What follows belongs to an exercise in optimizing a design on an open flow for small area; a production flow would make more cautious choices.
The RTL was checked by simulation tests, not by an equivalence proof against the original design.
No activity file was given, so power comes from the tool's default toggle rates. No driver is modelled on the clock port, so clocking that relies on it looks cheaper here than on a real chip.

Design ixj_line, start of the top module:
module ixj_line (
    input             clk,
    input             rst,           
    input             cmd_valid,
    input      [31:0] cmd_word,
    output            cmd_ready,
    output reg        done,
    output     [31:0] rsp,
    output reg [1:0]  mode_wr_n,
    output     [1:0]  mode_wr_a,
    output     [1:0]  mode_wr_b,
    output            ringer,
    output            irq
);
For scale: roughly 3,900 cells after synthesis, ~2,200 flip-flops, roughly 53,000 um2 of cells after synthesis.
clock: 30.0 ns
lec_check: 0
abc_area: 1
cap_margin: 10
core_margin: 2
core_utilization: 65
gpl_timing_driven: 0
place_density: 0.75
slew_margin: 10
standard.sh (not shown) runs the stock make flow with config.mk's settings and CLKGATE_MAP_FILE= SYNTH_SCRIPT=/design/flow/synth_recipe.tcl, a recipe that flattens the netlist after the stock synthesis.
==> flow/flow/run.sh <==
#!/bin/bash
# Own layout flow: the standard layout (standard.sh) with three changes.
#  1. Synthesis maps the logic with the area recipe in abc_min_area.script. Every
#     other synthesis step is synth_recipe.tcl's, so the registers keep the standard
#     synthesis's names and cells (abc maps combinational logic only).
#  2. Port buffers are sky130_fd_sc_hd__buf_1.
#  3. Clock tree synthesis inserts no dummy loads.
# Each step writes its full output to a log of its own here (synth.log, layout.log);
# ORFS's per-stage logs are under orfs/logs/.
set -euo pipefail
flowdir=$(cd "$(dirname "${BASH_SOURCE[0]}")" && pwd)
work=$(pwd)
{
  printf 'set ::own_abc_script {%s}\n' "$flowdir/abc_min_area.script"
  cat "$flowdir/abc_wrap.tcl"
  cat synth_recipe.tcl
} > own_synth.tcl
sed "s#SYNTH_SCRIPT=[^ ]*#SYNTH_SCRIPT=$work/own_synth.tcl#" standard.sh > own_standard.sh
grep -q "SYNTH_SCRIPT=$work/own_synth.tcl" own_standard.sh
export BUFFER_PORTS_ARGS="-buffer_cell sky130_fd_sc_hd__buf_1"
export CTS_ARGS="-sink_clustering_enable -repair_clock_nets -dont_use_dummy_load -sink_clustering_size 30 -sink_clustering_max_diameter 100"
bash own_standard.sh synth > synth.log 2>&1
bash own_standard.sh > layout.log 2>&1
==> flow/flow/abc_min_area.script <==
strash
ifraig
dc2
strash
dch -f
map -a
mfs2
strash
dch -f
map -a
mfs2
strash
dch -f
map -a
mfs2
strash
dch -f
map -a
mfs2
strash
dch -f
map -a
mfs2
strash
dch -f
map -a
mfs2
strash
dch -f
map -a
mfs2
strash
dch -f
map -a
==> flow/flow/abc_wrap.tcl <==
# abc as ORFS's synth.tcl calls it, with its -script replaced by the own flow's.
proc abc {args} {
  set i [lsearch -exact $args -script]
  if { $i >= 0 } {
    lset args [expr { $i + 1 }] $::own_abc_script
  }
  yosys abc {*}$args
}
The first run passed the timing, DRC and antenna checks.
Next try:
--- a/flow/flow/run.sh
+++ b/flow/flow/run.sh
@@ -20,3 +20,3 @@
 export BUFFER_PORTS_ARGS="-buffer_cell sky130_fd_sc_hd__buf_1"
-export CTS_ARGS="-sink_clustering_enable -repair_clock_nets -dont_use_dummy_load -sink_clustering_size 30 -sink_clustering_max_diameter 100"
+export CTS_ARGS="-sink_clustering_enable -repair_clock_nets -dont_use_dummy_load -sink_clustering_size 30 -sink_clustering_max_diameter 100 -buf_list {sky130_fd_sc_hd__clkbuf_4 sky130_fd_sc_hd__clkbuf_8 sky130_fd_sc_hd__clkbuf_16} -sink_clustering_buffer sky130_fd_sc_hd__clkbuf_16"
 bash own_standard.sh synth > synth.log 2>&1
CORE_UTILIZATION = 60   (was 65)
PLACE_DENSITY = 0.7   (was 0.75)
After rerunning: Cell area hardly moves; wire length is about the same; setup slack improved by 5.7 ps; die area increases by about 8%; sequential share of layout area decreases by 0.18 points; flip-flop and latch count does not change.
Next try:
--- a/flow/flow/run.sh
+++ b/flow/flow/run.sh
@@ -20,3 +20,3 @@
 export BUFFER_PORTS_ARGS="-buffer_cell sky130_fd_sc_hd__buf_1"
-export CTS_ARGS="-sink_clustering_enable -repair_clock_nets -dont_use_dummy_load -sink_clustering_size 30 -sink_clustering_max_diameter 100 -buf_list {sky130_fd_sc_hd__clkbuf_4 sky130_fd_sc_hd__clkbuf_8 sky130_fd_sc_hd__clkbuf_16} -sink_clustering_buffer sky130_fd_sc_hd__clkbuf_16"
+export CTS_ARGS="-sink_clustering_enable -repair_clock_nets -dont_use_dummy_load -sink_clustering_size 32 -sink_clustering_max_diameter 90"
 bash own_standard.sh synth > synth.log 2>&1
CORE_UTILIZATION = 65   (was 60)
PLACE_DENSITY = 0.75   (was 0.7)
Result:
- global-route usage rose by 2.2 points
- via count went up slightly
- clock power is about the same
- die area shrinks by a little under a tenth
- area after synthesis does not change
- final area fell slightly
- synthesized cell count is unchanged
Next try:
--- a/flow/flow/run.sh
+++ b/flow/flow/run.sh
@@ -20,3 +20,3 @@
 export BUFFER_PORTS_ARGS="-buffer_cell sky130_fd_sc_hd__buf_1"
-export CTS_ARGS="-sink_clustering_enable -repair_clock_nets -dont_use_dummy_load -sink_clustering_size 32 -sink_clustering_max_diameter 90"
+export CTS_ARGS="-sink_clustering_enable -repair_clock_nets -dont_use_dummy_load -sink_clustering_size 30 -sink_clustering_max_diameter 100"
 bash own_standard.sh synth > synth.log 2>&1
CORE_UTILIZATION = 60   (was 65)
PLACE_DENSITY = 0.7   (was 0.75)
Via count decreases by about 1%.
Sequential power is about the same.
Non-clock buffer count increases by 1.
Power increases by about 0.4%.
Register-to-register slack is better by 490 ps.
Core utilization decreases by 5.0 points.
Synthesized cell count is unchanged.
Fmax increases by about 0.54%.

========
ixj_line, a different RTL version from the one above (not shown whole).
Size: about 77 I/O pins.
Settings: LEC_CHECK=0, CAP_MARGIN=20, CORE_MARGIN=2, CORE_UTILIZATION=60, CTS_CLUSTER_DIAMETER=100, CTS_CLUSTER_SIZE=30, PLACE_DENSITY=0.7, SLEW_MARGIN=20; clock period 30.0 ns.
run.sh (not shown) runs the stock make flow with config.mk's settings and CLKGATE_MAP_FILE= SYNTH_SCRIPT=/design/flow/synth_recipe.tcl, a recipe that flattens the netlist after the stock synthesis.
Stock flow here: none of the scripts above is used.
The starting point produced a clean layout.
Change:
CORE_UTILIZATION = 30   (was 60)
CTS_CLUSTER_DIAMETER = unset   (was 100)
CTS_CLUSTER_SIZE = unset   (was 30)
PLACE_DENSITY = 0.35   (was 0.7)
Result: The changed run completed without violations; worst setup slack gains 43 ps; global-route usage went down by 7.9 points; via count came out higher by about 4.5%; total power came out higher by about 30%.
Change:
CAP_MARGIN = 10   (was 20)
CORE_UTILIZATION = 75   (was 30)
CTS_CLUSTER_DIAMETER = 50   (was unset)
CTS_CLUSTER_SIZE = 30   (was unset)
PLACE_DENSITY = 0.85   (was 0.35)
SLEW_MARGIN = 10   (was 20)
Outcome: Now the flow did not get past global routing on GRT-0232; area after synthesis does not change; synthesized cell count is unchanged.
Change:
CAP_MARGIN = 20   (was 10)
CORE_UTILIZATION = 60   (was 75)
CTS_BUF_LIST = sky130_fd_sc_hd__clkbuf_8   (was unset)
CTS_CLUSTER_DIAMETER = 60   (was 50)
CTS_CLUSTER_SIZE = 20   (was 30)
PLACE_DENSITY = 0.7   (was 0.85)
SLEW_MARGIN = 20   (was 10)
Effect: Now the flow passed the timing, DRC and antenna checks. Area after synthesis does not change. Synthesized cell count stays the same.

## static timing again, ports no longer ideal
Ports are ideal in the flow. The routed layouts listed here were re-timed in OpenROAD. Step 1 (the two cells are an assumption about what drives the block):
set clk [get_ports {clk}]
set_driving_cell -lib_cell sky130_fd_sc_hd__clkbuf_16 $clk
set_driving_cell -lib_cell sky130_fd_sc_hd__buf_2 [delete_from_list [all_inputs] $clk]
Step 2 times the ports against the registers' clock, not the clock port: input delays grow and output delays shrink by t, the midpoint of the rising clock arrivals with the driver on. Three values: ideal ports, drivers, drivers and shift; two values: the first two.
run	t (ns)	slack for setup (ns)	worst setup path at the end
the first run of note 1	0.716	12.215 / 12.210 / 11.494	input to register
the second run of note 1	0.719	12.221 / 12.241 / 11.522	input to register
the third run of note 1	0.699	12.125 / 12.123 / 11.424	input to register
the fourth run of note 1	0.719	12.221 / 12.241 / 11.522	input to register
the first run of note 2	0.771	17.362 / 17.411 / 16.640	input to register
the second run of note 2	0.908	17.406 / 17.408 / 16.500	input to register
the fourth run of note 2	0.917	17.556 / 17.590 / 16.673	input to register
After both steps setup and hold are still met in every run listed. For the second run of note 2, which loses most, drivers alone change the setup slack by +0.002 ns; drivers and shift together by -0.906 ns.
